This design comes from an exercise in tuning for small area, a short achievable clock period and few clock cycles per item on the open sky130 flow, not from production work. In this exercise RTL edits were held to simulation tests only and were not proved equivalent to the original. Power is estimated from default activity; no workload was simulated.

## red
==> flow/design.v <==
module pvga_draw (
    input  wire        clk,
    input  wire        rst,           
    input  wire        cmd_we,        
    input  wire [31:0] cmd_a,
    input  wire [31:0] cmd_b,
    input  wire [31:0] fb_base,
    input  wire [2:0]  err_clr,       
    output reg         busy,
    output reg         err_busy,
    output reg         err_op,
    output reg         err_coord,
    output reg         mem_req,
    output reg         mem_we,
    output wire [31:0] mem_addr,
    output wire [31:0] mem_wdata,
    input  wire        mem_gnt,
    input  wire        mem_rvalid,
    input  wire [31:0] mem_rdata
);
    wire [3:0]         a_op = cmd_a[31:28];
    wire signed [11:0] a_xa = cmd_a[11:0];
    wire signed [11:0] a_ya = cmd_a[23:12];
    wire signed [11:0] a_yb = cmd_b[23:12];
    wire a_is_draw = (a_op >= 4'd1) && (a_op <= 4'd4);
    wire a_is_rsvd = (a_op >= 4'h7);
    wire a_x_ok  = (a_xa >= 0) && (a_xa < 640);
    wire a_ya_ok = (a_ya >= 0) && (a_ya < 480);
    wire a_yb_ok = (a_yb >= 0) && (a_yb < 480);
    wire a_coord_ok = (a_op == 4'd1) ? (a_x_ok && a_ya_ok) :
                      (a_op == 4'd4) ? (a_x_ok && a_ya_ok && a_yb_ok) : 1'b1;
    wire accept = cmd_we && a_is_draw && !busy && a_coord_ok;
    function [9:0] clamp_x(input [11:0] v);
        if (v[11])                  clamp_x = 10'd0;
        else if (v[10:0] > 11'd639) clamp_x = 10'd639;
        else                        clamp_x = v[9:0];
    endfunction
    function [8:0] clamp_y(input [11:0] v);
        if (v[11])                  clamp_y = 9'd0;
        else if (v[10:0] > 11'd479) clamp_y = 9'd479;
        else                        clamp_y = v[8:0];
    endfunction
    reg        p_s1, p_h, p_s2, p_h2;    
    reg        p_a;           
    reg        p_b;           
    reg        p_c;           
    reg        p_m;           
    reg        t_hl, t_vl, t_fill;    
    reg        t_nhl;         
    reg        more;          
    reg [2:0]  col;
    reg [9:0]  rx1, rx2;      
    reg [8:0]  ry1;           
    reg [8:0]  ry2;           
    reg        multi;         
    reg        wrap;          
    reg        at0;           
    reg        wv;            
    reg        nxd;           
    reg        f_nz, f_ge2, f_one;    
    reg [14:0] alo;
    reg [14:0] ahi, ahi1;     
    reg        cf;
    reg [31:0] wbuf;
    assign mem_addr  = {cf ? ahi1 : ahi, alo, 2'b00};
    assign mem_wdata = wbuf;
    wire [14:0] cnt = {t_fill ? rx1[5:0] : 6'd0, ry2};
    wire [5:0]  sm1 = ry2[5:0] | {6{t_nhl}};
    wire [5:0]  q1 = rx1[9:4];
    wire [3:0]  r1 = rx1[3:0];
    wire [5:0]  q2 = rx2[9:4];
    wire [3:0]  r2 = rx2[3:0];
    wire       swap  = rx2 < rx1;
    wire [3:0] da = rx1[9:6];
    wire [4:0] dtv = {1'b0, rx1[5:2]} + {1'b0, da};           
    wire [6:0] tt = {dtv, rx1[1:0]};
    wire [3:0] dt = tt / 10;
    wire [3:0] mt = tt % 10;
    wire [5:0] qd = {1'b0, da, 1'b0} + {da, 2'b0} + {2'b0, dt};
    wire [3:0] rd = mt;
    wire [5:0] q1s2 = t_hl ? rx2[9:4] : rx1[9:4];    
    wire [9:0] dy    = {1'b0, ry2} - {1'b0, ry1};
    wire       yswap = t_vl && dy[9];
    wire [8:0] ydiff = dy[9] ? (~dy[8:0] + 9'd1) : dy[8:0];
    wire [8:0] y1    = yswap ? ry2 : ry1;
    wire       y1z   = (ry1 == 9'd0) || (t_vl && ry2 == 9'd0);
    wire       xa_lt10 = (rx1 < 10'd10);
    wire       xb_lt10 = (rx2 < 10'd10);
    wire       s1_wrap = y1z && (xa_lt10 || (t_hl && xb_lt10));
    wire [5:0] hspan_m1 = q2 + ~q1;              
    wire       h2_multi = (q1 != q2);                
    wire [5:0] q1m1 = q1s2 - 6'd1;
    wire       row0 = at0 && !wv;
    wire       mfull = p_s2 || p_c;              
    wire [3:0] m_lo = (multi && !row0) ? 4'd0 : r1;
    wire [3:0] m_hi = (multi && row0)  ? 4'd9 : r2;
    reg  [31:0] merged;
    reg  [31:0] fillw;
    integer s;
    always @(*) begin
        merged = mem_rdata;
        for (s = 0; s < 10; s = s + 1)
            if ((s[3:0] >= m_lo) && (s[3:0] <= m_hi))
                merged[3*s +: 3] = col;
        fillw = {2'b00, {10{col}}};
    end
    wire go     = mem_req && mem_gnt;
    wire wr_go  = p_c && go;
    wire cap    = mem_rvalid && (!wv || wr_go);
    wire drop   = mem_rvalid && wv && !wr_go;
    wire cnt_nz  = f_nz;
    wire cnt_ge2 = f_ge2;
    wire cnt_one = f_one;
    wire cnt_dec = go && ((p_c && !t_hl) || p_m);
    wire a_to_b  = p_a && more;
    wire a_to_c  = p_a && !more;
    wire c_done  = p_c && !more && !cnt_nz;
    wire c_to_m  = p_c && !more && cnt_nz;
    wire c_to_a  = p_c && more && nxd;
    wire c_to_b  = p_c && more && !nxd && cnt_ge2;      
    wire c_to_c  = p_c && more && !nxd && !cnt_ge2;
    wire m_done  = p_m && cnt_one;
    wire done    = c_done || m_done;
    wire n_a = c_to_a;
    wire n_b = a_to_b || c_to_b;
    wire n_c = a_to_c || p_b || c_to_c;
    wire n_m = c_to_m || (p_m && !cnt_one);
    wire d_ps  = a_to_b || c_to_a || c_to_c;
    wire d_ms  = p_b;
    wire d_2s  = c_to_b;
    wire d_m1  = c_to_m || (p_m && !t_fill);
    wire d_p1  = p_m && t_fill;
    wire fix   = wrap && at0 && (d_ps || d_ms || d_2s);
    reg [15:0] delta;
    reg        cin;
    always @(*) begin
        cin   = 1'b0;
        delta = 16'd0;
        if (p_s1) begin
            if (t_fill)       delta = 16'd0;
            else if (s1_wrap) delta = 16'd30720;
            else              delta = {1'b0, y1, 6'd0};                   
        end else if (p_s2) begin
            delta = t_fill ? 16'd0 : {{10{q1s2 == 6'd0}}, q1m1};         
        end else begin
            if (d_ps)      begin delta = {10'd0, sm1};       cin = 1'b1; end
            else if (d_2s) begin delta = {9'd0, sm1, 1'b1};  cin = 1'b1; end
            else if (d_ms) delta = ~{10'd0, sm1};
            else if (d_m1) delta = 16'hFFFF;
            else if (d_p1) delta = 16'd1;
            if (fix) delta[15:11] = d_ms ? 5'b01110 : 5'b10001;         
        end
    end
    wire [15:0] lo_sum = {1'b0, alo} + {1'b0, delta[14:0]} + {15'd0, cin};
    wire        cf_nx  = delta[15] ? (cf && lo_sum[15]) : (cf || lo_sum[15]);
    wire run = p_a || p_b || p_c || p_m;
    always @(posedge clk) begin
        if (rst) begin
            busy      <= 1'b0;
            err_busy  <= 1'b0;
            err_op    <= 1'b0;
            err_coord <= 1'b0;
            mem_req   <= 1'b0;
            mem_we    <= 1'b0;
            p_s1 <= 1'b0; p_h <= 1'b0; p_s2 <= 1'b0; p_h2 <= 1'b0;
            p_a  <= 1'b0; p_b  <= 1'b0; p_c <= 1'b0; p_m <= 1'b0;
        end else begin
            if (err_clr[0]) err_busy  <= 1'b0;
            if (err_clr[1]) err_op    <= 1'b0;
            if (err_clr[2]) err_coord <= 1'b0;
            if (cmd_we) begin
                if (a_is_rsvd) err_op <= 1'b1;
                else if (a_is_draw) begin
                    if (busy) err_busy <= 1'b1;
                    else if (!a_coord_ok) err_coord <= 1'b1;
                end
            end
            if (accept) busy <= 1'b1;
            p_s1 <= accept;
            p_h  <= p_s1 && t_hl;
            p_s2 <= (p_s1 && !t_hl) || p_h;
            p_h2 <= p_s2 && t_hl;
            if ((p_s2 && !t_hl) || p_h2) begin
                mem_req <= 1'b1;
                mem_we  <= t_fill;
                p_m     <= t_fill;
                p_a     <= !t_fill;
            end
            if (run) begin
                if (go) begin
                    p_a <= n_a; p_b <= n_b; p_c <= n_c; p_m <= n_m;
                    if (done) begin
                        busy    <= 1'b0;
                        mem_req <= 1'b0;
                        mem_we  <= 1'b0;
                    end else begin
                        mem_we  <= n_c || n_m;
                        mem_req <= !n_c || cap || (wv && !wr_go);
                    end
                end else if (p_c) begin
                    mem_req <= cap || wv;
                end
            end
        end
    end
    always @(posedge clk) begin
        if (p_s2 && t_hl) begin
            f_nz  <= 1'b0;
            f_ge2 <= 1'b0;
            f_one <= 1'b0;
        end else if (p_s2 || (p_b && t_hl)) begin
            f_nz  <= (cnt != 15'd0);
            f_ge2 <= !t_hl && (cnt[14:1] != 14'd0);
            f_one <= (cnt == 15'd1);
        end else if (cnt_dec) begin
            f_nz  <= (cnt[14:1] != 14'd0);
            f_ge2 <= (cnt > 15'd2);
            f_one <= (cnt == 15'd2);
        end
    end
    always @(posedge clk) begin
        if (!busy) begin
            rx1    <= clamp_x(cmd_a[11:0]);
            ry1    <= clamp_y(cmd_a[23:12]);
            rx2    <= clamp_x(cmd_b[11:0]);
            ry2    <= cmd_b[20:12];
            col    <= cmd_a[27:25];
            t_hl   <= (cmd_a[31:28] == 4'd3);
            t_nhl  <= (cmd_a[31:28] != 4'd3);
            t_vl   <= (cmd_a[31:28] == 4'd4);
            t_fill <= (cmd_a[31:28] == 4'd2);
            alo    <= fb_base[16:2];
            ahi    <= fb_base[31:17];
            cf     <= 1'b0;
        end else begin
            if (p_s1 || p_s2 || go) begin
                alo <= lo_sum[14:0];
                cf  <= cf_nx;
            end
        end
        if (p_s1) ahi1 <= ahi + 15'd1;
        if (p_s1) begin
            if (t_hl) begin
                rx1 <= swap ? rx2 : rx1;
                rx2 <= swap ? rx1 : rx2;
            end else begin
                rx1 <= {qd, rd};
                rx2 <= {qd, rd};
            end
            ry2  <= t_vl ? ydiff : 9'd0;
            if (t_fill) rx1[5:0] <= 6'd60;       
            wrap <= !t_fill && s1_wrap;
        end
        if (p_h) begin
            rx1 <= rx2;
            rx2 <= {qd, rd};
        end
        if (p_h2) begin
            ry2   <= h2_multi ? {3'd0, hspan_m1} : 9'd0;
            multi <= h2_multi;
            more  <= h2_multi;
        end
        if (p_s2) begin
            if (t_hl) begin
                rx1 <= rx2;
                rx2 <= {qd, rd};
            end
            multi  <= 1'b0;
            more   <= !t_hl && (cnt != 15'd0);
            at0    <= 1'b1;
            wv     <= 1'b0;
            nxd    <= 1'b0;
            wbuf   <= fillw;
        end else begin
            if (cap) wbuf <= merged;
            else if (wr_go && c_to_m) wbuf <= fillw;
            wv <= cap || (wv && !wr_go);
            if (wr_go && more) at0 <= 1'b0;
            if (wr_go) more <= t_nhl && cnt_ge2;
            if (drop) nxd <= 1'b1;
            if (go && n_a) nxd <= 1'b0;
            if (cnt_dec) begin
                ry2  <= ry2 - 9'd1;
                if (ry2 == 9'd0) rx1[5:0] <= rx1[5:0] - 6'd1;
            end
        end
    end
endmodule
clock: 12.0 ns
lec_check: 0
abc_area: 1
cap_margin: 20
core_area: 2 2 166.08 166.08
cts_buf_list: sky130_fd_sc_hd__clkbuf_4 sky130_fd_sc_hd__clkbuf_8
die_area: 0 0 168.08 168.08
slew_margin: 20
standard.sh (not shown) runs the stock make flow with config.mk's settings and CLKGATE_MAP_FILE= SYNTH_SCRIPT=/design/flow/synth_recipe.tcl, a recipe that flattens the netlist after the stock synthesis.
==> flow/flow/run.sh <==
#!/bin/bash
set -euo pipefail
export SETUP_SLACK_MARGIN=7.5
export TNS_END_PERCENT=100
export BUFFER_PORTS_ARGS="-buffer_cell sky130_fd_sc_hd__buf_1"
bash standard.sh > standard_flow.log 2>&1
Testbench counts of red, summed over its fixed seeds: cycles 62,783, items 2,000.
#### Input delta (blue over red)
--- a/flow/design.v
+++ b/flow/design.v
@@ -69,28 +69,23 @@
     wire [5:0]  q1 = rx1[9:4];
     wire [3:0]  r1 = rx1[3:0];
     wire [5:0]  q2 = rx2[9:4];
     wire [3:0]  r2 = rx2[3:0];
     wire       swap  = rx2 < rx1;
-    wire [3:0] da = rx1[9:6];
-    wire [4:0] dtv = {1'b0, rx1[5:2]} + {1'b0, da};           
-    wire [6:0] tt = {dtv, rx1[1:0]};
-    wire [3:0] dt = tt / 10;
-    wire [3:0] mt = tt % 10;
-    wire [5:0] qd = {1'b0, da, 1'b0} + {da, 2'b0} + {2'b0, dt};
-    wire [3:0] rd = mt;
+    wire [5:0] qd = rx1 / 10;
+    wire [3:0] rd = rx1 % 10;
     wire [5:0] q1s2 = t_hl ? rx2[9:4] : rx1[9:4];    
     wire [9:0] dy    = {1'b0, ry2} - {1'b0, ry1};
     wire       yswap = t_vl && dy[9];
     wire [8:0] ydiff = dy[9] ? (~dy[8:0] + 9'd1) : dy[8:0];
     wire [8:0] y1    = yswap ? ry2 : ry1;
     wire       y1z   = (ry1 == 9'd0) || (t_vl && ry2 == 9'd0);
     wire       xa_lt10 = (rx1 < 10'd10);
     wire       xb_lt10 = (rx2 < 10'd10);
     wire       s1_wrap = y1z && (xa_lt10 || (t_hl && xb_lt10));
     wire [5:0] hspan_m1 = q2 + ~q1;              
-    wire       h2_multi = (q1 != q2);                
+    wire       s2_multi = t_hl && (q1s2 != qd);
     wire [5:0] q1m1 = q1s2 - 6'd1;
     wire       row0 = at0 && !wv;
     wire       mfull = p_s2 || p_c;              
     wire [3:0] m_lo = (multi && !row0) ? 4'd0 : r1;
     wire [3:0] m_hi = (multi && row0)  ? 4'd9 : r2;
@@ -253,22 +248,18 @@
         end
         if (p_h) begin
             rx1 <= rx2;
             rx2 <= {qd, rd};
         end
-        if (p_h2) begin
-            ry2   <= h2_multi ? {3'd0, hspan_m1} : 9'd0;
-            multi <= h2_multi;
-            more  <= h2_multi;
-        end
+        if (p_h2) ry2 <= multi ? {3'd0, hspan_m1} : 9'd0;
         if (p_s2) begin
             if (t_hl) begin
                 rx1 <= rx2;
                 rx2 <= {qd, rd};
             end
-            multi  <= 1'b0;
-            more   <= !t_hl && (cnt != 15'd0);
+            multi  <= s2_multi;
+            more   <= t_hl ? s2_multi : (cnt != 15'd0);
             at0    <= 1'b1;
             wv     <= 1'b0;
             nxd    <= 1'b0;
             wbuf   <= fillw;
         end else begin
Every run in the comparison, red and blue, completed the flow with a clean layout. blue vs red, launching element of the worst setup path: rx1[9]$_DFF_P_ vs mem_gnt. Count of routing violations after the opening detailed-route iteration in blue is about 3.2% above red. more$_DFFE_PP_ as the capturing instance or port of the critical path was reported by blue, and wbuf[4]$_DFFE_PP_ by red. Sort red and blue by synthesis-to-layout area growth desc -> top: blue. Compared with red, blue shows internal power consumption that has gone up by more than 10%. Logic depth of the worst path, buffers included, red and blue: lower on red. blue vs. red: routed metal-1 wirelength up about 5%; final critical-path required period grew by 0.15 ns.
Testbench counts of blue, summed over its fixed seeds: cycles 62,783, items 2,000.

[what the ideal ports hide]
No port has a modelled driver above. Below, the same layouts with a new extraction and two added sets of constraints. Step 1, drivers: a clkbuf_16 drives clk and a buf_2 each remaining input, both assumed. Step 2 also shifts input and output timing later by t, the mid clock arrival at the registers, as if the neighbouring blocks saw the same clock. Slacks: ideal ports / drivers / drivers and shift; pairs: ideal ports / drivers.
| run | t (ns) | slack for setup (ns) | slew at the worst register clock pin (ns) | worst data-port slew with drivers (ns) |
|---|---|---|---|---|
| red | 0.501 | 7.767 / 7.768 / 7.267 | 0.11 / 0.11 | 0.05 |
| blue | 0.506 | 7.619 / 7.608 / 7.426 | 0.11 / 0.11 | 0.06 |
After both steps setup and hold are still met in every run listed. For red, which loses most, drivers alone change the setup slack by +0.001 ns; drivers and shift together by -0.500 ns.
